Source: an optimization exercise on an open RTL-to-GDS flow (aim: small area, a short achievable clock period and few clock cycles per item). Production flows keep margins and buffers that such runs may drop.
No functional check of the RTL was part of this run.

### config.mk
export PLATFORM = sky130hd
export DESIGN_NAME = spn_core
export DESIGN_NICKNAME = spn_core
export VERILOG_FILES = /design/flow/design.v
export SDC_FILE = /design/flow/constraint.sdc
export NUM_CORES = 8
export LEC_CHECK = 0
export ABC_AREA = 1
export CAP_MARGIN = 20
export CELL_PAD_IN_SITES_DETAIL_PLACEMENT = 1
export CELL_PAD_IN_SITES_GLOBAL_PLACEMENT = 2
export CORE_MARGIN = 2
export CORE_UTILIZATION = 30
export SLEW_MARGIN = 20
### constraint.sdc
create_clock -name core_clock -period 13.0 [get_ports {clk}]
set_input_delay 2.6000 -clock core_clock [delete_from_list [all_inputs] [get_ports {clk}]]
set_output_delay 2.6000 -clock core_clock [all_outputs]
set_load 0.01 [all_outputs]
### design.v
module spn_ginv(input [7:0] x, output [7:0] y);
  wire new_n17, new_n18, new_n19, new_n20, new_n21, new_n22, new_n23,
    new_n24, new_n25, new_n26, new_n27, new_n28, new_n29, new_n30, new_n31,
    new_n32, new_n33, new_n34, new_n35, new_n36, new_n37, new_n38, new_n39,
    new_n40, new_n41, new_n42, new_n43, new_n44, new_n45, new_n46, new_n47,
    new_n48, new_n49, new_n50, new_n51, new_n52, new_n53, new_n54, new_n55,
    new_n56, new_n57, new_n58, new_n59, new_n60, new_n61, new_n62, new_n63,
    new_n64, new_n65, new_n66, new_n67, new_n68, new_n69, new_n70, new_n71,
    new_n72, new_n73, new_n74, new_n75, new_n76, new_n77, new_n78, new_n79,
    new_n80, new_n81, new_n82, new_n83, new_n84, new_n85, new_n86, new_n87,
    new_n88, new_n89, new_n90, new_n91, new_n92, new_n93, new_n94, new_n95,
    new_n96, new_n97, new_n98, new_n99, new_n100, new_n101, new_n102,
    new_n103, new_n104, new_n105, new_n106, new_n107, new_n108, new_n109,
    new_n110, new_n111, new_n112, new_n113, new_n114, new_n115, new_n116,
    new_n117, new_n118, new_n119, new_n120, new_n121, new_n122, new_n123,
    new_n124, new_n125, new_n126, new_n127, new_n128, new_n129, new_n130,
    new_n131, new_n132, new_n133, new_n134, new_n135, new_n136, new_n137,
    new_n138, new_n139, new_n140, new_n141, new_n142, new_n143, new_n144,
    new_n145, new_n146, new_n147, new_n148, new_n149, new_n150, new_n152,
    new_n153, new_n154, new_n155, new_n156, new_n157, new_n158, new_n159,
    new_n160, new_n161, new_n162, new_n163, new_n164, new_n165, new_n166,
    new_n167, new_n168, new_n169, new_n170, new_n171, new_n172, new_n173,
    new_n174, new_n175, new_n176, new_n177, new_n178, new_n179, new_n180,
    new_n181, new_n182, new_n183, new_n184, new_n185, new_n186, new_n187,
    new_n188, new_n189, new_n190, new_n191, new_n192, new_n193, new_n194,
    new_n195, new_n196, new_n197, new_n198, new_n199, new_n200, new_n201,
    new_n202, new_n203, new_n204, new_n205, new_n206, new_n207, new_n208,
    new_n209, new_n210, new_n211, new_n212, new_n213, new_n214, new_n215,
    new_n216, new_n217, new_n218, new_n219, new_n220, new_n221, new_n222,
    new_n223, new_n224, new_n225, new_n226, new_n227, new_n228, new_n229,
    new_n230, new_n231, new_n232, new_n233, new_n234, new_n235, new_n236,
    new_n237, new_n238, new_n239, new_n240, new_n241, new_n242, new_n243,
    new_n244, new_n245, new_n246, new_n247, new_n248, new_n250, new_n251,
    new_n252, new_n253, new_n254, new_n255, new_n256, new_n257, new_n258,
    new_n259, new_n260, new_n261, new_n262, new_n263, new_n264, new_n265,
    new_n266, new_n267, new_n268, new_n269, new_n270, new_n271, new_n272,
    new_n273, new_n274, new_n275, new_n276, new_n277, new_n278, new_n279,
    new_n280, new_n281, new_n282, new_n283, new_n284, new_n285, new_n286,
    new_n287, new_n288, new_n289, new_n290, new_n291, new_n292, new_n293,
    new_n294, new_n295, new_n296, new_n297, new_n298, new_n299, new_n300,
    new_n301, new_n302, new_n303, new_n304, new_n305, new_n306, new_n307,
    new_n308, new_n309, new_n310, new_n311, new_n312, new_n313, new_n314,
    new_n315, new_n316, new_n317, new_n318, new_n319, new_n320, new_n321,
    new_n322, new_n323, new_n324, new_n325, new_n326, new_n327, new_n328,
    new_n330, new_n331, new_n332, new_n333, new_n334, new_n335, new_n336,
    new_n337, new_n338, new_n339, new_n340, new_n341, new_n342, new_n343,
    new_n344, new_n345, new_n346, new_n347, new_n348, new_n349, new_n350,
    new_n351, new_n352, new_n353, new_n354, new_n355, new_n356, new_n357,
    new_n358, new_n359, new_n360, new_n361, new_n362, new_n363, new_n364,
    new_n365, new_n366, new_n367, new_n368, new_n369, new_n370, new_n371,
    new_n372, new_n373, new_n374, new_n375, new_n376, new_n377, new_n378,
    new_n379, new_n380, new_n381, new_n382, new_n383, new_n384, new_n385,
    new_n386, new_n387, new_n388, new_n389, new_n390, new_n391, new_n392,
    new_n393, new_n394, new_n395, new_n396, new_n397, new_n398, new_n399,
    new_n400, new_n401, new_n402, new_n403, new_n404, new_n405, new_n406,
    new_n407, new_n408, new_n409, new_n410, new_n412, new_n413, new_n414,
    new_n415, new_n416, new_n417, new_n418, new_n419, new_n420, new_n421,
    new_n422, new_n423, new_n424, new_n425, new_n426, new_n427, new_n428,
    new_n429, new_n430, new_n431, new_n432, new_n433, new_n434, new_n435,
    new_n436, new_n437, new_n438, new_n439, new_n440, new_n441, new_n442,
    new_n443, new_n444, new_n445, new_n446, new_n447, new_n448, new_n449,
    new_n450, new_n451, new_n452, new_n453, new_n454, new_n455, new_n456,
    new_n457, new_n458, new_n459, new_n460, new_n461, new_n462, new_n463,
    new_n464, new_n465, new_n466, new_n467, new_n468, new_n469, new_n470,
    new_n471, new_n472, new_n473, new_n474, new_n475, new_n477, new_n478,
    new_n479, new_n480, new_n481, new_n482, new_n483, new_n484, new_n485,
    new_n486, new_n487, new_n488, new_n489, new_n490, new_n491, new_n492,
    new_n493, new_n494, new_n495, new_n496, new_n497, new_n498, new_n499,
    new_n500, new_n501, new_n502, new_n503, new_n504, new_n505, new_n506,
    new_n507, new_n508, new_n509, new_n510, new_n511, new_n512, new_n513,
    new_n514, new_n515, new_n516, new_n517, new_n518, new_n519, new_n520,
    new_n521, new_n522, new_n523, new_n524, new_n525, new_n526, new_n527,
    new_n528, new_n529, new_n530, new_n531, new_n532, new_n533, new_n534,
    new_n535, new_n536, new_n538, new_n539, new_n540, new_n541, new_n542,
    new_n543, new_n544, new_n545, new_n546, new_n547, new_n548, new_n549,
    new_n550, new_n551, new_n552, new_n553, new_n554, new_n555, new_n556,
    new_n557, new_n558, new_n559, new_n560, new_n561, new_n562, new_n563,
    new_n564, new_n565, new_n566, new_n567, new_n568, new_n569, new_n570,
    new_n571, new_n572, new_n573, new_n574, new_n575, new_n576, new_n577,
    new_n578, new_n579, new_n580, new_n581, new_n582, new_n583, new_n584,
    new_n585, new_n586, new_n587, new_n588, new_n589, new_n590, new_n591,
    new_n592, new_n593, new_n594, new_n596, new_n597, new_n598, new_n599,
    new_n600, new_n601, new_n602, new_n603, new_n604, new_n605, new_n606,
    new_n607, new_n608, new_n609, new_n610, new_n611, new_n612, new_n613,
    new_n614, new_n615, new_n616, new_n617, new_n618, new_n619, new_n620,
    new_n621, new_n622, new_n623, new_n624, new_n625, new_n626, new_n627,
    new_n628, new_n629, new_n630, new_n631, new_n632, new_n633, new_n634,
    new_n635, new_n636, new_n637, new_n638, new_n639, new_n640, new_n641,
    new_n642, new_n643, new_n644, new_n645, new_n646, new_n647, new_n648,
    new_n649, new_n650, new_n651, new_n652;
  assign new_n17 = ~x[0] & x[2];
  assign new_n18 = x[3] & new_n17;
  assign new_n19 = x[0] & ~x[1];
  assign new_n20 = x[2] & ~new_n19;
  assign new_n21 = ~x[3] & ~new_n20;
  assign new_n22 = ~new_n18 & ~new_n21;
  assign new_n23 = x[5] & new_n22;
  assign new_n24 = ~x[1] & x[2];
  assign new_n25 = x[0] & ~x[2];
  assign new_n26 = ~x[3] & ~new_n25;
  assign new_n27 = ~new_n24 & new_n26;
  assign new_n28 = x[3] & new_n20;
  assign new_n29 = ~x[5] & ~new_n28;
  assign new_n30 = ~new_n27 & new_n29;
  assign new_n31 = x[6] & ~new_n30;
  assign new_n32 = ~new_n23 & new_n31;
  assign new_n33 = ~x[0] & ~x[2];
  assign new_n34 = x[1] & new_n33;
  assign new_n35 = ~x[1] & new_n25;
  assign new_n36 = ~new_n34 & ~new_n35;
  assign new_n37 = ~x[0] & new_n24;
  assign new_n38 = new_n36 & ~new_n37;
  assign new_n39 = x[3] & ~new_n38;
  assign new_n40 = ~x[1] & ~x[2];
  assign new_n41 = ~x[3] & ~new_n40;
  assign new_n42 = ~x[0] & x[1];
  assign new_n43 = new_n41 & ~new_n42;
  assign new_n44 = ~x[5] & ~new_n43;
  assign new_n45 = ~new_n39 & new_n44;
  assign new_n46 = ~x[3] & ~new_n33;
  assign new_n47 = ~x[1] & new_n46;
  assign new_n48 = x[3] & ~new_n33;
  assign new_n49 = x[5] & ~new_n48;
  assign new_n50 = ~new_n47 & new_n49;
  assign new_n51 = ~x[6] & ~new_n50;
  assign new_n52 = ~new_n45 & new_n51;
  assign new_n53 = x[4] & ~new_n52;
  assign new_n54 = ~new_n32 & new_n53;
  assign new_n55 = ~x[0] & new_n40;
  assign new_n56 = x[5] & ~new_n55;
  assign new_n57 = ~x[0] & ~x[1];
  assign new_n58 = x[0] & x[1];
  assign new_n59 = ~new_n57 & ~new_n58;
  assign new_n60 = x[2] & new_n59;
  assign new_n61 = new_n41 & ~new_n60;
  assign new_n62 = ~x[3] & ~new_n61;
  assign new_n63 = new_n56 & ~new_n62;
  assign new_n64 = ~x[0] & x[3];
  assign new_n65 = new_n24 & new_n64;
  assign new_n66 = ~x[5] & ~new_n35;
  assign new_n67 = ~new_n65 & new_n66;
  assign new_n68 = ~new_n63 & ~new_n67;
  assign new_n69 = x[6] & ~new_n68;
  assign new_n70 = ~new_n20 & new_n36;
  assign new_n71 = ~x[3] & ~new_n70;
  assign new_n72 = ~x[2] & new_n58;
  assign new_n73 = x[3] & ~new_n57;
  assign new_n74 = ~new_n72 & new_n73;
  assign new_n75 = ~x[5] & ~new_n74;
  assign new_n76 = ~new_n71 & new_n75;
  assign new_n77 = x[3] & ~new_n59;
  assign new_n78 = ~x[2] & new_n77;
  assign new_n79 = x[5] & ~new_n43;
  assign new_n80 = ~new_n78 & new_n79;
  assign new_n81 = ~x[6] & ~new_n80;
  assign new_n82 = ~new_n76 & new_n81;
  assign new_n83 = ~x[4] & ~new_n82;
  assign new_n84 = ~new_n69 & new_n83;
  assign new_n85 = ~new_n54 & ~new_n84;
  assign new_n86 = ~x[7] & ~new_n85;
  assign new_n87 = x[3] & ~new_n25;
  assign new_n88 = x[3] & new_n33;
  assign new_n89 = ~new_n41 & ~new_n59;
  assign new_n90 = ~new_n88 & new_n89;
  assign new_n91 = new_n87 & ~new_n90;
  assign new_n92 = ~new_n27 & ~new_n91;
  assign new_n93 = x[4] & ~new_n92;
  assign new_n94 = x[0] & x[2];
  assign new_n95 = ~new_n33 & ~new_n94;
  assign new_n96 = ~x[1] & x[3];
  assign new_n97 = new_n95 & new_n96;
  assign new_n98 = ~new_n88 & ~new_n97;
  assign new_n99 = ~x[3] & ~new_n19;
  assign new_n100 = ~new_n17 & new_n99;
  assign new_n101 = ~x[4] & ~new_n100;
  assign new_n102 = new_n98 & new_n101;
  assign new_n103 = x[6] & ~new_n102;
  assign new_n104 = ~new_n93 & new_n103;
  assign new_n105 = x[1] & ~x[2];
  assign new_n106 = ~x[3] & new_n105;
  assign new_n107 = x[4] & ~new_n106;
  assign new_n108 = x[4] & ~new_n58;
  assign new_n109 = ~new_n107 & ~new_n108;
  assign new_n110 = ~x[0] & ~new_n40;
  assign new_n111 = x[3] & new_n110;
  assign new_n112 = ~new_n109 & ~new_n111;
  assign new_n113 = ~new_n20 & new_n26;
  assign new_n114 = ~x[4] & ~new_n64;
  assign new_n115 = x[1] & x[3];
  assign new_n116 = ~x[2] & new_n115;
  assign new_n117 = new_n114 & ~new_n116;
  assign new_n118 = ~new_n113 & new_n117;
  assign new_n119 = ~x[6] & ~new_n118;
  assign new_n120 = ~new_n112 & new_n119;
  assign new_n121 = ~new_n104 & ~new_n120;
  assign new_n122 = ~x[5] & ~new_n121;
  assign new_n123 = ~x[3] & ~new_n24;
  assign new_n124 = ~new_n34 & new_n123;
  assign new_n125 = ~x[4] & ~new_n124;
  assign new_n126 = ~new_n18 & ~new_n115;
  assign new_n127 = x[1] & x[2];
  assign new_n128 = ~x[0] & new_n127;
  assign new_n129 = ~new_n126 & ~new_n128;
  assign new_n130 = new_n125 & ~new_n129;
  assign new_n131 = x[4] & ~new_n64;
  assign new_n132 = x[1] & ~new_n17;
  assign new_n133 = new_n123 & ~new_n132;
  assign new_n134 = new_n131 & ~new_n133;
  assign new_n135 = x[6] & ~new_n134;
  assign new_n136 = ~new_n130 & new_n135;
  assign new_n137 = new_n94 & new_n96;
  assign new_n138 = ~x[4] & ~new_n137;
  assign new_n139 = ~x[3] & ~new_n94;
  assign new_n140 = new_n36 & new_n139;
  assign new_n141 = new_n138 & ~new_n140;
  assign new_n142 = new_n41 & ~new_n128;
  assign new_n143 = x[4] & ~new_n77;
  assign new_n144 = ~new_n142 & new_n143;
  assign new_n145 = ~x[6] & ~new_n144;
  assign new_n146 = ~new_n141 & new_n145;
  assign new_n147 = ~new_n136 & ~new_n146;
  assign new_n148 = x[5] & ~new_n147;
  assign new_n149 = x[7] & ~new_n148;
  assign new_n150 = ~new_n122 & new_n149;
  assign y[0] = ~new_n86 & ~new_n150;
  assign new_n152 = x[3] & ~new_n24;
  assign new_n153 = ~new_n57 & new_n152;
  assign new_n154 = ~x[4] & ~new_n153;
  assign new_n155 = ~new_n42 & new_n139;
  assign new_n156 = ~new_n40 & new_n155;
  assign new_n157 = new_n41 & new_n59;
  assign new_n158 = ~new_n156 & ~new_n157;
  assign new_n159 = new_n154 & new_n158;
  assign new_n160 = x[4] & ~new_n137;
  assign new_n161 = ~new_n62 & new_n160;
  assign new_n162 = ~new_n159 & ~new_n161;
  assign new_n163 = x[5] & ~new_n162;
  assign new_n164 = x[0] & x[3];
  assign new_n165 = ~new_n40 & ~new_n127;
  assign new_n166 = new_n164 & ~new_n165;
  assign new_n167 = ~x[3] & ~new_n37;
  assign new_n168 = x[4] & ~x[5];
  assign new_n169 = ~new_n167 & new_n168;
  assign new_n170 = ~new_n166 & new_n169;
  assign new_n171 = ~new_n95 & new_n115;
  assign new_n172 = ~new_n97 & ~new_n171;
  assign new_n173 = ~x[4] & ~x[5];
  assign new_n174 = new_n99 & ~new_n128;
  assign new_n175 = new_n173 & ~new_n174;
  assign new_n176 = new_n172 & new_n175;
  assign new_n177 = x[7] & ~new_n176;
  assign new_n178 = ~new_n170 & new_n177;
  assign new_n179 = ~new_n163 & new_n178;
  assign new_n180 = x[1] & new_n46;
  assign new_n181 = x[4] & ~new_n180;
  assign new_n182 = x[1] & new_n95;
  assign new_n183 = new_n153 & ~new_n182;
  assign new_n184 = new_n181 & ~new_n183;
  assign new_n185 = ~x[4] & ~new_n105;
  assign new_n186 = ~new_n88 & new_n185;
  assign new_n187 = ~x[3] & new_n25;
  assign new_n188 = new_n186 & ~new_n187;
  assign new_n189 = ~x[5] & ~new_n188;
  assign new_n190 = ~new_n184 & new_n189;
  assign new_n191 = ~new_n19 & ~new_n127;
  assign new_n192 = new_n48 & new_n191;
  assign new_n193 = ~x[4] & ~new_n192;
  assign new_n194 = ~new_n164 & new_n193;
  assign new_n195 = ~new_n167 & new_n194;
  assign new_n196 = ~new_n17 & new_n36;
  assign new_n197 = x[3] & new_n196;
  assign new_n198 = new_n59 & new_n123;
  assign new_n199 = x[4] & ~new_n198;
  assign new_n200 = ~new_n197 & new_n199;
  assign new_n201 = x[5] & ~new_n200;
  assign new_n202 = ~new_n195 & new_n201;
  assign new_n203 = ~new_n190 & ~new_n202;
  assign new_n204 = ~x[7] & ~new_n203;
  assign new_n205 = ~new_n179 & ~new_n204;
  assign new_n206 = x[6] & ~new_n205;
  assign new_n207 = ~new_n24 & ~new_n182;
  assign new_n208 = ~x[3] & ~new_n207;
  assign new_n209 = ~x[4] & ~new_n208;
  assign new_n210 = ~new_n166 & new_n209;
  assign new_n211 = x[0] & new_n165;
  assign new_n212 = new_n48 & ~new_n211;
  assign new_n213 = ~new_n17 & new_n41;
  assign new_n214 = x[4] & ~new_n213;
  assign new_n215 = ~new_n212 & new_n214;
  assign new_n216 = ~x[5] & ~new_n215;
  assign new_n217 = ~new_n210 & new_n216;
  assign new_n218 = x[3] & ~new_n35;
  assign new_n219 = ~new_n127 & new_n218;
  assign new_n220 = ~x[4] & ~new_n43;
  assign new_n221 = ~new_n180 & new_n220;
  assign new_n222 = ~new_n219 & new_n221;
  assign new_n223 = ~x[2] & ~new_n59;
  assign new_n224 = new_n152 & ~new_n223;
  assign new_n225 = ~x[3] & ~new_n42;
  assign new_n226 = ~new_n20 & new_n225;
  assign new_n227 = x[4] & ~new_n226;
  assign new_n228 = ~new_n224 & new_n227;
  assign new_n229 = ~new_n222 & ~new_n228;
  assign new_n230 = x[5] & ~new_n229;
  assign new_n231 = ~x[7] & ~new_n230;
  assign new_n232 = ~new_n217 & new_n231;
  assign new_n233 = new_n107 & ~new_n224;
  assign new_n234 = x[2] & x[3];
  assign new_n235 = ~x[4] & ~new_n234;
  assign new_n236 = ~new_n191 & new_n235;
  assign new_n237 = x[5] & ~new_n236;
  assign new_n238 = ~new_n233 & new_n237;
  assign new_n239 = ~new_n17 & ~new_n164;
  assign new_n240 = new_n108 & ~new_n239;
  assign new_n241 = ~x[5] & ~new_n72;
  assign new_n242 = ~x[4] & new_n115;
  assign new_n243 = new_n241 & ~new_n242;
  assign new_n244 = ~new_n240 & new_n243;
  assign new_n245 = x[7] & ~new_n244;
  assign new_n246 = ~new_n238 & new_n245;
  assign new_n247 = ~x[6] & ~new_n246;
  assign new_n248 = ~new_n232 & new_n247;
  assign y[1] = new_n206 | new_n248;
  assign new_n250 = ~x[0] & new_n165;
  assign new_n251 = new_n139 & ~new_n250;
  assign new_n252 = ~new_n97 & ~new_n192;
  assign new_n253 = ~new_n251 & new_n252;
  assign new_n254 = x[4] & ~new_n253;
  assign new_n255 = x[0] & ~new_n165;
  assign new_n256 = x[3] & ~new_n255;
  assign new_n257 = ~new_n47 & ~new_n256;
  assign new_n258 = new_n114 & ~new_n257;
  assign new_n259 = ~new_n254 & ~new_n258;
  assign new_n260 = x[5] & ~new_n259;
  assign new_n261 = new_n87 & ~new_n110;
  assign new_n262 = new_n168 & ~new_n261;
  assign new_n263 = new_n158 & new_n262;
  assign new_n264 = ~new_n105 & ~new_n153;
  assign new_n265 = ~new_n116 & new_n173;
  assign new_n266 = ~new_n264 & new_n265;
  assign new_n267 = ~x[6] & ~new_n266;
  assign new_n268 = ~new_n263 & new_n267;
  assign new_n269 = ~new_n260 & new_n268;
  assign new_n270 = ~x[2] & x[3];
  assign new_n271 = ~new_n42 & new_n270;
  assign new_n272 = ~new_n58 & new_n167;
  assign new_n273 = ~x[4] & ~new_n272;
  assign new_n274 = ~new_n271 & new_n273;
  assign new_n275 = ~x[0] & ~new_n105;
  assign new_n276 = ~x[3] & ~new_n275;
  assign new_n277 = x[4] & ~new_n276;
  assign new_n278 = ~new_n78 & new_n277;
  assign new_n279 = x[5] & ~new_n278;
  assign new_n280 = ~new_n274 & new_n279;
  assign new_n281 = new_n131 & new_n241;
  assign new_n282 = ~new_n96 & ~new_n139;
  assign new_n283 = new_n173 & ~new_n282;
  assign new_n284 = x[6] & ~new_n283;
  assign new_n285 = ~new_n281 & new_n284;
  assign new_n286 = ~new_n280 & new_n285;
  assign new_n287 = ~new_n269 & ~new_n286;
  assign new_n288 = ~x[7] & ~new_n287;
  assign new_n289 = x[4] & ~new_n96;
  assign new_n290 = ~new_n270 & new_n289;
  assign new_n291 = x[4] & ~new_n59;
  assign new_n292 = ~new_n290 & ~new_n291;
  assign new_n293 = ~new_n24 & new_n140;
  assign new_n294 = ~new_n292 & ~new_n293;
  assign new_n295 = ~x[4] & new_n172;
  assign new_n296 = ~new_n71 & new_n295;
  assign new_n297 = ~new_n294 & ~new_n296;
  assign new_n298 = ~x[5] & ~new_n297;
  assign new_n299 = ~x[3] & new_n196;
  assign new_n300 = new_n154 & ~new_n299;
  assign new_n301 = new_n46 & ~new_n211;
  assign new_n302 = x[4] & ~new_n301;
  assign new_n303 = x[5] & ~new_n302;
  assign new_n304 = ~new_n300 & new_n303;
  assign new_n305 = ~new_n298 & ~new_n304;
  assign new_n306 = ~x[6] & ~new_n305;
  assign new_n307 = x[0] & new_n41;
  assign new_n308 = ~new_n59 & new_n87;
  assign new_n309 = new_n98 & ~new_n308;
  assign new_n310 = ~new_n307 & new_n309;
  assign new_n311 = x[4] & ~new_n310;
  assign new_n312 = ~x[3] & new_n223;
  assign new_n313 = ~x[4] & ~new_n312;
  assign new_n314 = ~new_n197 & new_n313;
  assign new_n315 = ~new_n311 & ~new_n314;
  assign new_n316 = x[5] & ~new_n315;
  assign new_n317 = x[3] & new_n191;
  assign new_n318 = ~x[3] & ~new_n38;
  assign new_n319 = ~new_n317 & ~new_n318;
  assign new_n320 = new_n168 & ~new_n319;
  assign new_n321 = new_n64 & ~new_n127;
  assign new_n322 = new_n173 & ~new_n321;
  assign new_n323 = ~new_n155 & new_n322;
  assign new_n324 = x[6] & ~new_n323;
  assign new_n325 = ~new_n320 & new_n324;
  assign new_n326 = ~new_n316 & new_n325;
  assign new_n327 = ~new_n306 & ~new_n326;
  assign new_n328 = x[7] & ~new_n327;
  assign y[2] = ~new_n288 & ~new_n328;
  assign new_n330 = ~x[3] & new_n59;
  assign new_n331 = x[3] & ~new_n250;
  assign new_n332 = ~new_n330 & ~new_n331;
  assign new_n333 = ~new_n94 & ~new_n332;
  assign new_n334 = ~x[5] & ~new_n333;
  assign new_n335 = ~x[3] & ~new_n182;
  assign new_n336 = x[5] & new_n252;
  assign new_n337 = ~new_n335 & new_n336;
  assign new_n338 = ~x[6] & ~new_n337;
  assign new_n339 = ~new_n334 & new_n338;
  assign new_n340 = new_n46 & ~new_n57;
  assign new_n341 = ~new_n255 & new_n340;
  assign new_n342 = new_n152 & ~new_n275;
  assign new_n343 = ~new_n341 & ~new_n342;
  assign new_n344 = ~x[5] & ~new_n343;
  assign new_n345 = x[3] & ~new_n94;
  assign new_n346 = ~new_n105 & new_n345;
  assign new_n347 = x[5] & ~new_n340;
  assign new_n348 = ~new_n346 & new_n347;
  assign new_n349 = x[6] & ~new_n348;
  assign new_n350 = ~new_n344 & new_n349;
  assign new_n351 = ~x[4] & ~new_n350;
  assign new_n352 = ~new_n339 & new_n351;
  assign new_n353 = new_n26 & ~new_n60;
  assign new_n354 = x[3] & new_n94;
  assign new_n355 = new_n172 & ~new_n354;
  assign new_n356 = ~new_n353 & new_n355;
  assign new_n357 = new_n56 & new_n356;
  assign new_n358 = new_n95 & ~new_n96;
  assign new_n359 = ~new_n88 & ~new_n358;
  assign new_n360 = ~x[5] & ~new_n359;
  assign new_n361 = x[6] & ~new_n360;
  assign new_n362 = ~new_n357 & new_n361;
  assign new_n363 = x[1] & new_n26;
  assign new_n364 = x[3] & new_n35;
  assign new_n365 = ~x[5] & ~new_n364;
  assign new_n366 = ~new_n363 & new_n365;
  assign new_n367 = new_n46 & ~new_n182;
  assign new_n368 = ~new_n24 & new_n87;
  assign new_n369 = x[5] & ~new_n368;
  assign new_n370 = ~new_n367 & new_n369;
  assign new_n371 = ~new_n366 & ~new_n370;
  assign new_n372 = ~x[6] & ~new_n371;
  assign new_n373 = x[4] & ~new_n372;
  assign new_n374 = ~new_n362 & new_n373;
  assign new_n375 = ~new_n352 & ~new_n374;
  assign new_n376 = x[7] & ~new_n375;
  assign new_n377 = x[3] & new_n58;
  assign new_n378 = ~x[4] & ~new_n377;
  assign new_n379 = ~new_n318 & new_n378;
  assign new_n380 = new_n99 & ~new_n165;
  assign new_n381 = new_n160 & ~new_n380;
  assign new_n382 = x[5] & ~new_n381;
  assign new_n383 = ~new_n379 & new_n382;
  assign new_n384 = ~new_n211 & new_n225;
  assign new_n385 = x[1] & new_n87;
  assign new_n386 = ~new_n384 & ~new_n385;
  assign new_n387 = new_n173 & ~new_n386;
  assign new_n388 = new_n126 & new_n168;
  assign new_n389 = ~new_n157 & new_n388;
  assign new_n390 = x[6] & ~new_n389;
  assign new_n391 = ~new_n387 & new_n390;
  assign new_n392 = ~new_n383 & new_n391;
  assign new_n393 = ~new_n77 & new_n235;
  assign new_n394 = ~new_n156 & new_n393;
  assign new_n395 = x[4] & new_n98;
  assign new_n396 = ~new_n71 & new_n395;
  assign new_n397 = ~new_n394 & ~new_n396;
  assign new_n398 = x[5] & ~new_n397;
  assign new_n399 = new_n168 & ~new_n345;
  assign new_n400 = ~new_n142 & new_n399;
  assign new_n401 = new_n110 & ~new_n234;
  assign new_n402 = ~x[2] & new_n96;
  assign new_n403 = ~x[4] & ~new_n402;
  assign new_n404 = ~new_n401 & new_n403;
  assign new_n405 = ~x[5] & ~new_n404;
  assign new_n406 = ~new_n400 & new_n405;
  assign new_n407 = ~x[6] & ~new_n406;
  assign new_n408 = ~new_n398 & new_n407;
  assign new_n409 = ~new_n392 & ~new_n408;
  assign new_n410 = ~x[7] & ~new_n409;
  assign y[3] = ~new_n376 & ~new_n410;
  assign new_n412 = new_n143 & ~new_n255;
  assign new_n413 = ~new_n192 & new_n273;
  assign new_n414 = ~new_n412 & ~new_n413;
  assign new_n415 = ~x[5] & ~new_n414;
  assign new_n416 = ~new_n128 & new_n218;
  assign new_n417 = ~new_n251 & ~new_n416;
  assign new_n418 = ~x[4] & ~new_n417;
  assign new_n419 = ~new_n19 & new_n48;
  assign new_n420 = ~new_n109 & ~new_n419;
  assign new_n421 = x[5] & ~new_n420;
  assign new_n422 = ~new_n418 & new_n421;
  assign new_n423 = ~new_n415 & ~new_n422;
  assign new_n424 = ~x[7] & ~new_n423;
  assign new_n425 = ~new_n55 & new_n139;
  assign new_n426 = ~new_n180 & ~new_n425;
  assign new_n427 = ~new_n183 & new_n426;
  assign new_n428 = x[4] & ~new_n427;
  assign new_n429 = ~new_n114 & ~new_n185;
  assign new_n430 = ~new_n24 & ~new_n429;
  assign new_n431 = ~x[5] & ~new_n430;
  assign new_n432 = ~new_n428 & new_n431;
  assign new_n433 = ~new_n105 & new_n164;
  assign new_n434 = ~new_n33 & ~new_n433;
  assign new_n435 = new_n107 & new_n434;
  assign new_n436 = ~new_n46 & ~new_n271;
  assign new_n437 = ~x[4] & ~new_n436;
  assign new_n438 = x[5] & ~new_n437;
  assign new_n439 = ~new_n435 & new_n438;
  assign new_n440 = x[7] & ~new_n439;
  assign new_n441 = ~new_n432 & new_n440;
  assign new_n442 = ~new_n424 & ~new_n441;
  assign new_n443 = x[6] & ~new_n442;
  assign new_n444 = ~new_n115 & ~new_n239;
  assign new_n445 = new_n185 & ~new_n444;
  assign new_n446 = ~new_n22 & new_n445;
  assign new_n447 = ~new_n429 & ~new_n446;
  assign new_n448 = ~new_n25 & new_n41;
  assign new_n449 = x[3] & ~new_n40;
  assign new_n450 = ~new_n128 & new_n449;
  assign new_n451 = x[4] & ~new_n450;
  assign new_n452 = ~new_n448 & new_n451;
  assign new_n453 = x[5] & ~new_n452;
  assign new_n454 = ~new_n447 & new_n453;
  assign new_n455 = new_n173 & ~new_n354;
  assign new_n456 = ~new_n312 & new_n455;
  assign new_n457 = new_n168 & ~new_n356;
  assign new_n458 = ~new_n456 & ~new_n457;
  assign new_n459 = ~new_n454 & new_n458;
  assign new_n460 = x[7] & ~new_n459;
  assign new_n461 = new_n168 & ~new_n384;
  assign new_n462 = new_n309 & new_n461;
  assign new_n463 = new_n191 & new_n403;
  assign new_n464 = x[4] & ~new_n116;
  assign new_n465 = ~new_n124 & new_n464;
  assign new_n466 = x[5] & ~new_n465;
  assign new_n467 = ~new_n463 & new_n466;
  assign new_n468 = ~new_n40 & new_n340;
  assign new_n469 = ~new_n65 & new_n173;
  assign new_n470 = ~new_n468 & new_n469;
  assign new_n471 = ~x[7] & ~new_n470;
  assign new_n472 = ~new_n467 & new_n471;
  assign new_n473 = ~new_n462 & new_n472;
  assign new_n474 = ~x[6] & ~new_n473;
  assign new_n475 = ~new_n460 & new_n474;
  assign y[4] = ~new_n443 & ~new_n475;
  assign new_n477 = x[3] & ~new_n70;
  assign new_n478 = ~new_n272 & ~new_n477;
  assign new_n479 = new_n168 & ~new_n478;
  assign new_n480 = new_n26 & ~new_n132;
  assign new_n481 = new_n290 & ~new_n480;
  assign new_n482 = ~new_n312 & new_n481;
  assign new_n483 = ~x[4] & ~new_n18;
  assign new_n484 = ~new_n251 & new_n483;
  assign new_n485 = x[5] & ~new_n484;
  assign new_n486 = ~new_n482 & new_n485;
  assign new_n487 = ~new_n24 & new_n164;
  assign new_n488 = new_n173 & ~new_n487;
  assign new_n489 = ~new_n335 & new_n488;
  assign new_n490 = ~x[6] & ~new_n489;
  assign new_n491 = ~new_n486 & new_n490;
  assign new_n492 = ~new_n479 & new_n491;
  assign new_n493 = ~new_n105 & new_n167;
  assign new_n494 = new_n289 & ~new_n493;
  assign new_n495 = ~x[4] & ~new_n28;
  assign new_n496 = ~x[1] & new_n64;
  assign new_n497 = ~new_n157 & ~new_n496;
  assign new_n498 = new_n495 & new_n497;
  assign new_n499 = x[5] & ~new_n498;
  assign new_n500 = ~new_n494 & new_n499;
  assign new_n501 = new_n168 & ~new_n308;
  assign new_n502 = ~new_n425 & new_n501;
  assign new_n503 = ~new_n90 & new_n173;
  assign new_n504 = x[6] & ~new_n503;
  assign new_n505 = ~new_n502 & new_n504;
  assign new_n506 = ~new_n500 & new_n505;
  assign new_n507 = ~new_n492 & ~new_n506;
  assign new_n508 = ~x[7] & ~new_n507;
  assign new_n509 = ~new_n25 & ~new_n250;
  assign new_n510 = new_n289 & ~new_n509;
  assign new_n511 = ~new_n99 & ~new_n132;
  assign new_n512 = new_n404 & ~new_n511;
  assign new_n513 = ~new_n510 & ~new_n512;
  assign new_n514 = x[5] & ~new_n513;
  assign new_n515 = new_n165 & new_n345;
  assign new_n516 = new_n26 & ~new_n42;
  assign new_n517 = new_n173 & ~new_n516;
  assign new_n518 = ~new_n515 & new_n517;
  assign new_n519 = ~new_n47 & new_n399;
  assign new_n520 = ~new_n518 & ~new_n519;
  assign new_n521 = ~new_n514 & new_n520;
  assign new_n522 = x[6] & ~new_n521;
  assign new_n523 = ~new_n73 & ~new_n480;
  assign new_n524 = x[4] & ~new_n523;
  assign new_n525 = ~new_n330 & new_n495;
  assign new_n526 = ~x[5] & ~new_n525;
  assign new_n527 = ~new_n524 & new_n526;
  assign new_n528 = ~new_n261 & new_n273;
  assign new_n529 = x[4] & ~new_n340;
  assign new_n530 = ~new_n219 & new_n529;
  assign new_n531 = x[5] & ~new_n530;
  assign new_n532 = ~new_n528 & new_n531;
  assign new_n533 = ~new_n527 & ~new_n532;
  assign new_n534 = ~x[6] & ~new_n533;
  assign new_n535 = x[7] & ~new_n534;
  assign new_n536 = ~new_n522 & new_n535;
  assign y[5] = ~new_n508 & ~new_n536;
  assign new_n538 = ~new_n60 & ~new_n436;
  assign new_n539 = ~x[4] & ~new_n538;
  assign new_n540 = ~x[3] & new_n55;
  assign new_n541 = ~new_n292 & ~new_n540;
  assign new_n542 = x[6] & ~new_n541;
  assign new_n543 = ~new_n539 & new_n542;
  assign new_n544 = ~new_n358 & ~new_n496;
  assign new_n545 = new_n181 & new_n544;
  assign new_n546 = ~new_n261 & ~new_n276;
  assign new_n547 = new_n220 & new_n546;
  assign new_n548 = ~x[6] & ~new_n547;
  assign new_n549 = ~new_n545 & new_n548;
  assign new_n550 = ~x[7] & ~new_n549;
  assign new_n551 = ~new_n543 & new_n550;
  assign new_n552 = ~new_n171 & new_n529;
  assign new_n553 = ~new_n48 & new_n125;
  assign new_n554 = ~x[6] & ~new_n553;
  assign new_n555 = ~new_n552 & new_n554;
  assign new_n556 = ~x[1] & new_n26;
  assign new_n557 = new_n131 & ~new_n556;
  assign new_n558 = x[6] & ~new_n445;
  assign new_n559 = ~new_n557 & new_n558;
  assign new_n560 = x[7] & ~new_n559;
  assign new_n561 = ~new_n555 & new_n560;
  assign new_n562 = x[5] & ~new_n561;
  assign new_n563 = ~new_n551 & new_n562;
  assign new_n564 = x[3] & ~new_n207;
  assign new_n565 = ~new_n155 & ~new_n564;
  assign new_n566 = x[4] & ~new_n565;
  assign new_n567 = ~new_n25 & ~new_n127;
  assign new_n568 = ~new_n18 & new_n567;
  assign new_n569 = new_n378 & ~new_n568;
  assign new_n570 = ~new_n566 & ~new_n569;
  assign new_n571 = x[6] & ~new_n570;
  assign new_n572 = new_n181 & ~new_n540;
  assign new_n573 = ~new_n256 & new_n572;
  assign new_n574 = new_n221 & ~new_n331;
  assign new_n575 = ~x[6] & ~new_n574;
  assign new_n576 = ~new_n573 & new_n575;
  assign new_n577 = ~x[7] & ~new_n576;
  assign new_n578 = ~new_n571 & new_n577;
  assign new_n579 = ~new_n152 & ~new_n157;
  assign new_n580 = x[4] & ~new_n579;
  assign new_n581 = ~new_n72 & new_n276;
  assign new_n582 = new_n193 & ~new_n581;
  assign new_n583 = ~x[6] & ~new_n582;
  assign new_n584 = ~new_n580 & new_n583;
  assign new_n585 = ~new_n17 & ~new_n87;
  assign new_n586 = new_n430 & new_n585;
  assign new_n587 = ~x[2] & new_n330;
  assign new_n588 = x[6] & ~new_n346;
  assign new_n589 = ~new_n587 & new_n588;
  assign new_n590 = ~new_n586 & new_n589;
  assign new_n591 = x[7] & ~new_n590;
  assign new_n592 = ~new_n584 & new_n591;
  assign new_n593 = ~x[5] & ~new_n592;
  assign new_n594 = ~new_n578 & new_n593;
  assign y[6] = new_n563 | new_n594;
  assign new_n596 = new_n123 & ~new_n223;
  assign new_n597 = ~new_n88 & new_n378;
  assign new_n598 = ~new_n596 & new_n597;
  assign new_n599 = ~new_n26 & ~new_n377;
  assign new_n600 = new_n464 & new_n599;
  assign new_n601 = ~x[6] & ~new_n600;
  assign new_n602 = ~new_n598 & new_n601;
  assign new_n603 = x[4] & ~new_n139;
  assign new_n604 = ~new_n60 & new_n603;
  assign new_n605 = ~new_n385 & new_n604;
  assign new_n606 = ~x[4] & ~new_n511;
  assign new_n607 = x[6] & ~new_n606;
  assign new_n608 = ~new_n605 & new_n607;
  assign new_n609 = ~new_n602 & ~new_n608;
  assign new_n610 = x[7] & ~new_n609;
  assign new_n611 = x[4] & new_n126;
  assign new_n612 = ~new_n87 & ~new_n250;
  assign new_n613 = new_n611 & ~new_n612;
  assign new_n614 = ~new_n180 & ~new_n368;
  assign new_n615 = ~x[4] & ~new_n614;
  assign new_n616 = ~new_n613 & ~new_n615;
  assign new_n617 = ~x[6] & ~new_n616;
  assign new_n618 = ~new_n87 & new_n107;
  assign new_n619 = ~new_n330 & new_n618;
  assign new_n620 = new_n186 & ~new_n211;
  assign new_n621 = x[6] & ~new_n620;
  assign new_n622 = ~new_n619 & new_n621;
  assign new_n623 = ~x[7] & ~new_n622;
  assign new_n624 = ~new_n617 & new_n623;
  assign new_n625 = ~new_n610 & ~new_n624;
  assign new_n626 = x[5] & ~new_n625;
  assign new_n627 = x[3] & new_n509;
  assign new_n628 = new_n209 & ~new_n627;
  assign new_n629 = new_n289 & ~new_n345;
  assign new_n630 = ~new_n448 & new_n629;
  assign new_n631 = ~new_n628 & ~new_n630;
  assign new_n632 = x[6] & ~new_n631;
  assign new_n633 = ~new_n449 & ~new_n480;
  assign new_n634 = x[4] & ~new_n633;
  assign new_n635 = new_n138 & ~new_n581;
  assign new_n636 = ~x[6] & ~new_n635;
  assign new_n637 = ~new_n634 & new_n636;
  assign new_n638 = x[7] & ~new_n637;
  assign new_n639 = ~new_n632 & new_n638;
  assign new_n640 = new_n131 & ~new_n573;
  assign new_n641 = ~new_n100 & ~new_n556;
  assign new_n642 = new_n194 & new_n641;
  assign new_n643 = x[6] & ~new_n642;
  assign new_n644 = ~new_n640 & new_n643;
  assign new_n645 = ~new_n318 & new_n611;
  assign new_n646 = ~new_n61 & new_n393;
  assign new_n647 = ~new_n645 & ~new_n646;
  assign new_n648 = ~x[6] & ~new_n647;
  assign new_n649 = ~x[7] & ~new_n648;
  assign new_n650 = ~new_n644 & new_n649;
  assign new_n651 = ~x[5] & ~new_n650;
  assign new_n652 = ~new_n639 & new_n651;
  assign y[7] = ~new_n626 & ~new_n652;
endmodule
module spn_core (
  input  wire         clk,
  input  wire         rst,
  input  wire         start,
  input  wire [1:0]   op,
  input  wire [1:0]   klen,
  input  wire [255:0] key,
  input  wire [127:0] din,
  output reg          busy,
  output reg          done,
  output reg          err,
  output wire [127:0] dout
);
  localparam OP_KS  = 2'd0;
  localparam OP_ENC = 2'd1;
  localparam OP_DEC = 2'd2;
  localparam M_IDLE = 3'd0;
  localparam M_KS2  = 3'd2;    
  localparam M_KS3  = 3'd3;    
  localparam M_KS4  = 3'd4;    
  localparam M_WALK = 3'd5;    
  localparam M_ENC  = 3'd6;
  localparam M_DEC  = 3'd7;
  localparam [127:0] C63 = {16{8'h63}};
  reg  [2:0]   mode;
  reg          key_valid;
  reg          wend;         
  reg  [1:0]   nkc;          
  reg          nk4, nk6, nk8;    
  reg  [3:0]   pq;           
  reg          last;         
  reg          save;         
  reg  [127:0] yr;           
  reg  [3:0]   oenc;
  reg  [255:0] win;
  reg  [255:0] rsv;
  wire [3:0] nr1 = 4'd11 + {1'b0, nkc, 1'b0};    
  wire accept = start && !busy;
  function [7:0] xt;
    input [7:0] a;
    begin
      xt = {a[6:0], 1'b0} ^ (a[7] ? 8'h1b : 8'h00);
    end
  endfunction
  function [31:0] mix_col;
    input [31:0] col;
    reg   [7:0]  a0, a1, a2, a3;
    begin
      a0 = col[31:24]; a1 = col[23:16]; a2 = col[15:8]; a3 = col[7:0];
      mix_col = {xt(a0 ^ a1) ^ (a1 ^ (a2 ^ a3)),
                 xt(a1 ^ a2) ^ (a2 ^ (a3 ^ a0)),
                 xt(a2 ^ a3) ^ (a3 ^ (a0 ^ a1)),
                 xt(a3 ^ a0) ^ (a0 ^ (a1 ^ a2))};
    end
  endfunction
  function [31:0] inv_mix_col;
    input [31:0] col;
    reg   [7:0]  a0, a1, a2, a3, u, v;
    begin
      a0 = col[31:24]; a1 = col[23:16]; a2 = col[15:8]; a3 = col[7:0];
      u = xt(xt(a0 ^ a2));
      v = xt(xt(a1 ^ a3));
      inv_mix_col = mix_col({a0 ^ u, a1 ^ v, a2 ^ u, a3 ^ v});
    end
  endfunction
  function [127:0] shift_rows;
    input [127:0] s;
    integer r, c;
    begin
      for (r = 0; r < 4; r = r + 1)
        for (c = 0; c < 4; c = c + 1)
          shift_rows[127 - 8*(r + 4*c) -: 8] = s[127 - 8*(r + 4*((c + r) % 4)) -: 8];
    end
  endfunction
  function [127:0] shift_rows2;
    input [127:0] s;
    integer r, c;
    begin
      for (r = 0; r < 4; r = r + 1)
        for (c = 0; c < 4; c = c + 1)
          shift_rows2[127 - 8*(r + 4*c) -: 8] = s[127 - 8*(r + 4*((c + 2*r) % 4)) -: 8];
    end
  endfunction
  function [7:0] rcon_of;
    input [3:0] i;
    begin
      case (i)
        4'd1:  rcon_of = 8'h01;
        4'd2:  rcon_of = 8'h02;
        4'd3:  rcon_of = 8'h04;
        4'd4:  rcon_of = 8'h08;
        4'd5:  rcon_of = 8'h10;
        4'd6:  rcon_of = 8'h20;
        4'd7:  rcon_of = 8'h40;
        4'd8:  rcon_of = 8'h80;
        4'd9:  rcon_of = 8'h1b;
        4'd10: rcon_of = 8'h36;
        default: rcon_of = 8'h00;
      endcase
    end
  endfunction
  wire [31:0] w0 = win[255:224], w1 = win[223:192], w2 = win[191:160], w3 = win[159:128];
  wire [31:0] w4 = win[127:96],  w5 = win[95:64],   w6 = win[63:32],    w7 = win[31:0];
  function [15:0] step_pattern;
    input [1:0] k;
    input [3:0] q;
    input       fwd;
    reg         s0, s2, rt;
    reg  [3:0]  ri;
    reg  [4:0]  sel;
    reg  [1:0]  m3;
    begin
      case (q)
        4'd0, 4'd3, 4'd6, 4'd9, 4'd12, 4'd15: m3 = 2'd0;
        4'd1, 4'd4, 4'd7, 4'd10, 4'd13:       m3 = 2'd1;
        default:                              m3 = 2'd2;
      endcase
      s0 = 1'b0; s2 = 1'b0; rt = 1'b0; ri = 4'd0;
      case (k)
        2'd0: begin
          s0 = 1'b1; rt = 1'b1;
          ri = fwd ? q : q - 4'd2;
        end
        2'd1: begin
          if (m3 == 2'd0) begin
            s0 = 1'b1; rt = 1'b1;
            case (q)
              4'd3:  ri = fwd ? 4'd2  : 4'd1;
              4'd6:  ri = fwd ? 4'd4  : 4'd3;
              4'd9:  ri = fwd ? 4'd6  : 4'd5;
              4'd12: ri = fwd ? 4'd8  : 4'd7;
              default: ri = fwd ? 4'd10 : 4'd9;
            endcase
          end else if (m3 == 2'd1) begin
            s2 = 1'b1; rt = 1'b1;
            case (q)
              4'd1:  ri = fwd ? 4'd1 : 4'd0;
              4'd4:  ri = fwd ? 4'd3 : 4'd2;
              4'd7:  ri = fwd ? 4'd5 : 4'd4;
              4'd10: ri = fwd ? 4'd7 : 4'd6;
              default: ri = fwd ? 4'd9 : 4'd8;
            endcase
          end
        end
        default: begin
          s0 = 1'b1;
          rt = fwd ? !q[0] : q[0];
          ri = {1'b0, q[3:1]};
        end
      endcase
      if (fwd)
        sel = s2 ? 5'b00010 : 5'b00001;
      else if (k == 2'd0)
        sel = 5'b00100;
      else if (k == 2'd1 && s0)
        sel = 5'b10000;
      else
        sel = 5'b01000;
      step_pattern = {s0, s2, rt, rt ? rcon_of(ri) : 8'h00, sel};
    end
  endfunction
  reg        kfwd;                  
  reg        sub0, sub2, rot;
  reg  [7:0] krc;
  reg  [4:0] ksel;
  wire [31:0] ksin = ({32{ksel[0]}} & w7) | ({32{ksel[1]}} & (w7 ^ w2 ^ w3)) |
                     ({32{ksel[2]}} & (w2 ^ w3)) | ({32{ksel[3]}} & w3) |
                     ({32{ksel[4]}} & w1);
  wire [31:0] ksub_i;
  genvar g;
  generate
    for (g = 0; g < 4; g = g + 1) begin : g_ksbox
      spn_ginv u_inv (.x(ksin[31 - 8*g -: 8]), .y(ksub_i[31 - 8*g -: 8]));
    end
  endgenerate
  wire [31:0] ksub = ksub_i ^ 32'h63636363;
  wire [31:0] kt   = rot ? ({ksub[23:0], ksub[31:24]} ^ {krc, 24'h000000}) : ksub;
  wire [31:0] x01 = w0 ^ w1, x23 = w2 ^ w3, x45 = w4 ^ w5, x67 = w6 ^ w7;
  wire [31:0] x12 = w1 ^ w2, x34 = w3 ^ w4, x56 = w5 ^ w6;
  function [31:0] pick;
    input [31:0] v4, v6, v8;
    begin
      pick = ({32{nk4}} & v4) | ({32{nk6}} & v6) | ({32{nk8}} & v8);
    end
  endfunction
  wire [31:0] b0  = pick(w4,  w2,  w0);
  wire [31:0] b2  = pick(w6,  w4,  w2);
  wire [31:0] b01 = pick(x45, x23, x01);
  wire [31:0] b23 = pick(x67, x45, x23);
  wire [31:0] c0  = pick(w0,  w2,  w4);
  wire [31:0] c10 = pick(x01, x23, x45);
  wire [31:0] c21 = pick(x12, x34, x56);
  wire [31:0] c32 = pick(x23, x45, x67);
  wire [31:0] fx = sub0 ? 32'd0 : w7;       
  wire [31:0] p0 = b0 ^ fx;
  wire [31:0] p1 = b01 ^ fx;
  wire [31:0] p2 = sub2 ? b2 : (b01 ^ (b2 ^ fx));
  wire [31:0] p3 = sub2 ? b23 : (b01 ^ (b23 ^ fx));
  wire [31:0] q0 = sub0 ? c0 : (w2 ^ w1);   
  wire [31:0] q1 = c10;
  wire [31:0] q2 = sub2 ? w4 : c21;         
  wire [31:0] q3 = c32;
  wire [127:0] kpq   = kfwd ? {p0, p1, p2, p3} : {q0, q1, q2, q3};
  wire [3:0]   kmask = kfwd ? {sub0, sub0, sub0 | sub2, sub0 | sub2} : {sub0, 1'b0, sub2, 1'b0};
  wire [127:0] nw    = kpq ^ ({{32{kmask[3]}}, {32{kmask[2]}}, {32{kmask[1]}}, {32{kmask[0]}}} &
                             {kt, kt, kt, kt});
  wire [255:0] win_fwd = {win[127:0], nw};
  wire [255:0] win_bwd = {nw, win[255:128]};
  wire [127:0] rk_e = win[127:0];
  wire [127:0] rk_d = win[255:128];
  wire [127:0] e_mc  = {mix_col(yr[127:96]), mix_col(yr[95:64]),
                        mix_col(yr[63:32]),  mix_col(yr[31:0])};
  wire [127:0] e_next = e_mc ^ rk_e ^ C63;
  wire [127:0] d_a   = yr ^ rk_d ^ C63;
  wire [127:0] d_imc = {inv_mix_col(d_a[127:96]), inv_mix_col(d_a[95:64]),
                        inv_mix_col(d_a[63:32]),  inv_mix_col(d_a[31:0])};
  wire [127:0] d_next = shift_rows2(d_imc);
  wire [127:0] k_out;
  generate
    for (g = 0; g < 4; g = g + 1) begin : g_kout
      assign k_out[127 - 32*g -: 32] = oenc[g] ? (rk_e[127 - 32*g -: 32] ^ 32'h63636363)
                                                : rk_d[127 - 32*g -: 32];
    end
  endgenerate
  assign dout = yr ^ k_out;
  wire [127:0] k_enc  = wend ? rsv[255:128] : win[255:128];
  wire [127:0] k_dec  = wend ? win[127:0] : rsv[127:0];
  wire [127:0] a_enc  = din ^ k_enc;
  wire [127:0] a_dec  = shift_rows2(din ^ k_dec ^ C63);
  wire [127:0] a_next = op[1] ? a_dec : a_enc;
  wire [127:0] x_next = (mode == M_IDLE) ? a_next : (mode == M_ENC) ? e_next : d_next;
  wire [127:0] y_next;
  generate
    for (g = 0; g < 16; g = g + 1) begin : g_dinv
      spn_ginv u_inv (.x(x_next[127 - 8*g -: 8]), .y(y_next[127 - 8*g -: 8]));
    end
  endgenerate
  wire [127:0] z_next = shift_rows(y_next);
  wire go_enc = accept && (op == OP_ENC) && key_valid;
  wire go_dec = accept && (op == OP_DEC) && key_valid;
  wire go_ks  = accept && (op == OP_KS) && (klen != 2'd3);
  wire go_err = accept && !go_enc && !go_dec && !go_ks;
  reg [2:0] mode_n;
  reg [3:0] pq_n;
  reg [1:0] nkc_n;
  reg       fin;           
  always @(*) begin
    mode_n = mode;
    pq_n   = pq;
    nkc_n  = nkc;
    fin    = 1'b0;
    case (mode)
      M_IDLE: begin
        if (go_ks) begin
          mode_n = M_KS2;
          nkc_n  = klen;
          pq_n   = 4'd2;
        end else if (go_enc) begin
          mode_n = M_ENC;
          pq_n   = 4'd2;
        end else if (go_dec) begin
          mode_n = M_DEC;
          pq_n   = nr1;
        end
      end
      M_KS2: begin
        mode_n = M_KS3;
        pq_n   = 4'd1;
      end
      M_KS3: begin
        mode_n = M_KS4;
        pq_n   = 4'd2;
      end
      M_KS4, M_WALK: begin
        mode_n = M_WALK;
        pq_n   = pq + 4'd1;
        if (pq == nr1 - 4'd1) begin    
          mode_n = M_IDLE;
          fin    = 1'b1;
        end
      end
      M_ENC: begin
        pq_n = pq + 4'd1;
        if (last) begin
          mode_n = M_IDLE;
          fin    = 1'b1;
        end
      end
      default: begin    
        pq_n = pq - 4'd1;
        if (last) begin
          mode_n = M_IDLE;
          fin    = 1'b1;
        end
      end
    endcase
  end
  wire [3:0]  nr1_n  = 4'd11 + {1'b0, nkc_n, 1'b0};
  wire        kfwd_n = (mode_n != M_DEC) && (mode_n != M_KS2);
  wire [15:0] pat_n  = step_pattern(nkc_n, pq_n, kfwd_n);
  wire        last_n = (mode_n == M_ENC) ? (pq_n == nr1_n - 4'd1) : (pq_n == 4'd3);
  always @(posedge clk) begin
    yr <= z_next;
    if (mode == M_IDLE)
      oenc <= {op[0] | !op[1], op[0] & !op[1], op[0], !op[1]};
  end
  always @(posedge clk) begin
    if (mode == M_IDLE) begin
      if (go_ks)
        win <= key;
      else if ((go_enc && wend) || (go_dec && !wend))
        win <= rsv;
    end else begin
      case (mode)
        M_KS2:  win <= win_bwd;
        M_DEC:  win <= win_bwd;
        default: win <= win_fwd;
      endcase
    end
  end
  always @(posedge clk) begin
    if (save)
      rsv <= win;
  end
  always @(posedge clk) begin
    pq   <= pq_n;
    nkc  <= nkc_n;
    nk4  <= (nkc_n == 2'd0);
    nk6  <= (nkc_n == 2'd1);
    nk8  <= nkc_n[1];
    last <= last_n;
    save <= (go_enc && !wend) || (go_dec && wend) || (mode == M_KS3);
    kfwd <= kfwd_n;
    {sub0, sub2, rot, krc, ksel} <= pat_n;
  end
  always @(posedge clk) begin
    if (rst) begin
      mode      <= M_IDLE;
      busy      <= 1'b0;
      done      <= 1'b0;
      err       <= 1'b0;
      key_valid <= 1'b0;
    end else begin
      mode <= mode_n;
      busy <= (mode_n != M_IDLE);
      done <= fin || go_err;
      err  <= go_err;
      if (go_ks)
        key_valid <= 1'b0;
      else if (fin && mode != M_ENC && mode != M_DEC)
        key_valid <= 1'b1;
      if (fin)
        wend <= (mode != M_DEC);
    end
  end
endmodule
### flow/run.sh
#!/bin/bash
# Layout: the standard synthesis unchanged, then ORFS's standard layout steps
# with a larger setup margin for repair_timing (same SDC, same clock period) and
# plain buffers (buf_2) as the port buffers. Each tool run's full output goes to
# a log file in this folder.
set -uo pipefail
bash standard.sh synth > synth.log 2>&1 || exit 1
bash standard.sh SETUP_SLACK_MARGIN=8 "BUFFER_PORTS_ARGS=-buffer_cell sky130_fd_sc_hd__buf_2" finish > layout.log 2>&1 || exit 1
### standard.sh
#!/bin/bash
# synth_recipe.tcl (not shown) runs the flow's synth.tcl, then flattens the netlist and writes it again
# the make line also repeats each setting of config.mk as NAME=value (left out here)
make -C /OpenROAD-flow-scripts/flow DESIGN_CONFIG=/design/flow/config.mk WORK_HOME=/design/flow/orfs CLKGATE_MAP_FILE= SYNTH_SCRIPT=/design/flow/synth_recipe.tcl "${@:-finish}"
==> summary.txt <==
## worst max path at each step
| stage | start | to | slack [ns] | cells after the start |
|---|---|---|---|---|
| final | oenc[2] | dout[60] | 7.53 | 5 |
| after global routing | oenc[2] | dout[60] | 7.63 | 5 |
| after CTS | oenc[2] | dout[57] | 7.71 | 6 |
| after detailed placement | op[1] | yr[92] | 5.39 | 20 |
| after global placement | op[1] | yr[45] | 5.32 | 17 |
| after floorplan | start | win[0] | 5.34 | 6 |
## per-layer routing
metal  vias to the layer above  track usage
li1                      75100            -
met1                     87400        0.602
met2                     12400        0.674
met3                      2924        0.144
met4                        48        0.373
met5                         -            0
## cell type report
cell class | count | area, µm² | area share
Timing Repair Buffer | 1684 | 14600 | 0.0950
Sequential cell | 679 | 18900 | 0.123
Clock buffer | 124 | 2810 | 0.0183
Clock inverter | 73 | 863 | 0.00562
Inverter | 1934 | 7990 | 0.0520
Multi-Input combinational cell | 18500 | 101000 | 0.659
Antenna cell | 82 | 205 | 0.00134
Tap cell | 5474 | 6850 | 0.0446
Timing Repair inverter | 11 | 104 | 0.000676
## per-stage QoR
stage                     instance area, µm²  instances  hold slack [ns]
after global routing                  153000      28500            0.511
after floorplan                       124000      22300            0.421
after detailed placement              131000      27500            0.437
after CTS                             145000      28200            0.474
final                                 154000      28600            0.472
after global placement                131000      27500            0.432
## sequential cells by signal (all words and copies together), names as in the netlist, 2 cells and up
name and cells:
rsv 256, win 256, yr 128, krc 8, ksel 5, oenc 4
pq 4, mode 3, nkc 2
## cell families after synthesis
| family | after synthesis | share of synthesized area |
|---|---|---|
| simple gates | 13500 | 0.463 |
| compound gates | 3620 | 0.169 |
| buf+inv | 3113 | 0.107 |
| xor+xnor | 1151 | 0.0835 |
| flops | 679 | 0.151 |
| fa+ha+maj | 257 | 0.0259 |
| mux | 2 | 0.000161 |
## Yosys cell counts, types with 256 or more instances
cell | instances | area share
nand2_1 | 8002 | 0.24
nand3_1 | 3091 | 0.12
inv_1 | 1683 | 0.051
o21ai_0 | 1487 | 0.060
nor2_1 | 1452 | 0.044
a21oi_1 | 934 | 0.038
xor2_1 | 704 | 0.050
edfxtp_1 | 517 | 0.12
clkbuf_1 | 464 | 0.014
buf_2 | 431 | 0.017
xnor2_1 | 408 | 0.029
nand4_1 | 266 | 0.013
nand2_2 | 258 | 0.013
ha_1 | 256 | 0.026
## worst max-delay path: stages, from the launching register on
cell,delay [ns]
edfxtp_1,0.48
buf_6,0.20
clkbuf_16,0.21
o21ai_4,0.47
xor2_4,0.34
buf_6,0.16
## what timing repair did
item,4_1_cts,5_1_grt
buffers inserted,412,320
setup endpoints to repair,758,593
pin swaps,150,240
endpoints found under the hold margin,0,0
resized for setup,1397,1306
cloned,37,30
==> results by group <==
Status
  • Outcome: complete, no violations

Synthesis
  • FFs w/ async S/R, synth: 0
  • Post-synthesis sequential element count: about 680
  • Register area share after synthesis: 0.151
  • Top_reg_cell synth: edfxtp_1
  • Mapped Area: 124000 µm²
  • Mean Syn Cell Area: roughly 5.6 µm²
  • Yosys warns: 1
  • Cells after Synth: 22300
  • Mapped Nets: roughly 23000
  • Post-synth EDFFs: 517
  • Count of cell types in the netlist: between 90 and 100

STA
  • Worst Max-Slew Pin Slew: between 1 and 1.5 ns
  • Post-route worst setup slack: 7.53 ns
  • Final hold vios: 0
  • Crit share post-route: 0.421
  • Final setup fails: 0
  • Setup repair after global routing missed its margin: yes
  • TNS Setup: 0 ns
  • F_max: between 150 and 200 MHz
  • Worst clock skew: around 0.13 ns
  • Fin crit period: 5.47 ns
  • Max Slew Vio Count: 0
  • Slew HR: 0.134

Floorplanning
  • Die Ht: 648 µm
  • Die area: between 400000 and 500000 µm²
  • Starting density of the core: 0.301
  • Chip width: 648 µm
  • Core area: between 400000 and 500000 µm²
  • Io pins: approximately 520
  • Rows: about 240

Placed design
  • DP HPWL: 803000 µm
  • Final RePlAce weighted congestion: 1.07
  • PortBufs: ~520
  • Pre-CTS setup slack: between 5 and 6 ns

Drt
  • WL met3: between 100000 and 150000 µm
  • Post-route DRC: 0
  • Total number of vias: around 180k
  • Top sig layer: met5
  • WL met2: approximately 420000 µm
  • WL met1: 403000 µm
  • DRT antenna net count: 0
  • Vias per inst: about 6.2
  • DR iter-0 viols: about 26000
  • Final wirelength: between 1000000 and 1500000 µm
  • Wire per inst: about 37 µm
  • DR pass1 iterations: 6

Clock network
  • TritonCTS Buffers: ~110
  • Worst-path clk slew: 0.07 ns
  • Insertion delay to the later sink of the worst-skew pair: ~0.98 ns
  • Clock Sinks: around 680
  • H-tree depth: 3
  • TritonCTS clock tree: done
  • Clk buf depth: 4
  • Hold buffer count at cts: 0
  • Clock Tree Root: clkbuf_16

Global route
  • First-pass GRT wire length: around 1400000 µm
  • Antenna violations before repair: around 130
  • GRT overflow: 0
  • Largest net degree at the start of global routing: 150
  • Global Route Usage Sum: 0.478
  • Vias in the first global route: approximately 170k

Worst hold path
  • Hold Path Depth: 2
  • HP Start: key_valid
  • Hold EP: key_valid
  • HP Class: reg -> reg

Cells and area
  • P&R area growth vs syn: 23.5%
  • Share of cells above drive strength 1: 0.180
  • Fillers: approximately 55000
  • Final net count: about 24000
  • Post-layout util: 0.372
  • Commonest non-fill, non-tap cell in the layout: nand2_1
  • Commonest cells after routing, fill and taps aside: nand2_1 (7685), nand3_1 (2929), inv_1 (1496)

Worst setup path
  • Critical path required time: between 10 and 15 ns
  • CP max FO: 7
  • CP endpoint kind: output pin
  • FF-to-FF End: yr[6]
  • CP arrival: ~2.9 ns
  • Reg2Reg Depth: 17
  • Startpoint Class: flip-flop
  • Reg2reg setup slack: 7.88 ns
  • Worst Path Class, Setup: reg -> out
  • Worst R2R Start: win[236]

Flow run
  • Max cap viols: 0

-- afterwards: timing with drivers on the ports --
How much do the figures lean on ideal ports? The routed layout below was timed once more, with nothing changed but the port constraints. Step 1 sets driving cells, clkbuf_16 on the clock port and buf_2 on the other inputs (assumed; they add their load-dependent delay and slew). Step 2 moves the port delays by t, midway between the first and last clock arrival at a register: inputs arrive t later, outputs are due t later. That takes back most of the time a late clock gives input paths. a / b / c = no drivers / after step 1 / after step 2; a / b = the first two.
t, ns: 1.034
slack for setup (ns): 7.525 / 7.409 / 6.407
hold WS [ns]: 0.472 / 0.472 / 0.472
worst register clock-pin slew, ns: 0.07 / 0.07
worst slew at a driven data input, ns: 0.49
After both steps setup and hold are still met in this run. For this run, drivers alone change the setup slack by -0.116 ns; drivers and shift together by -1.118 ns.
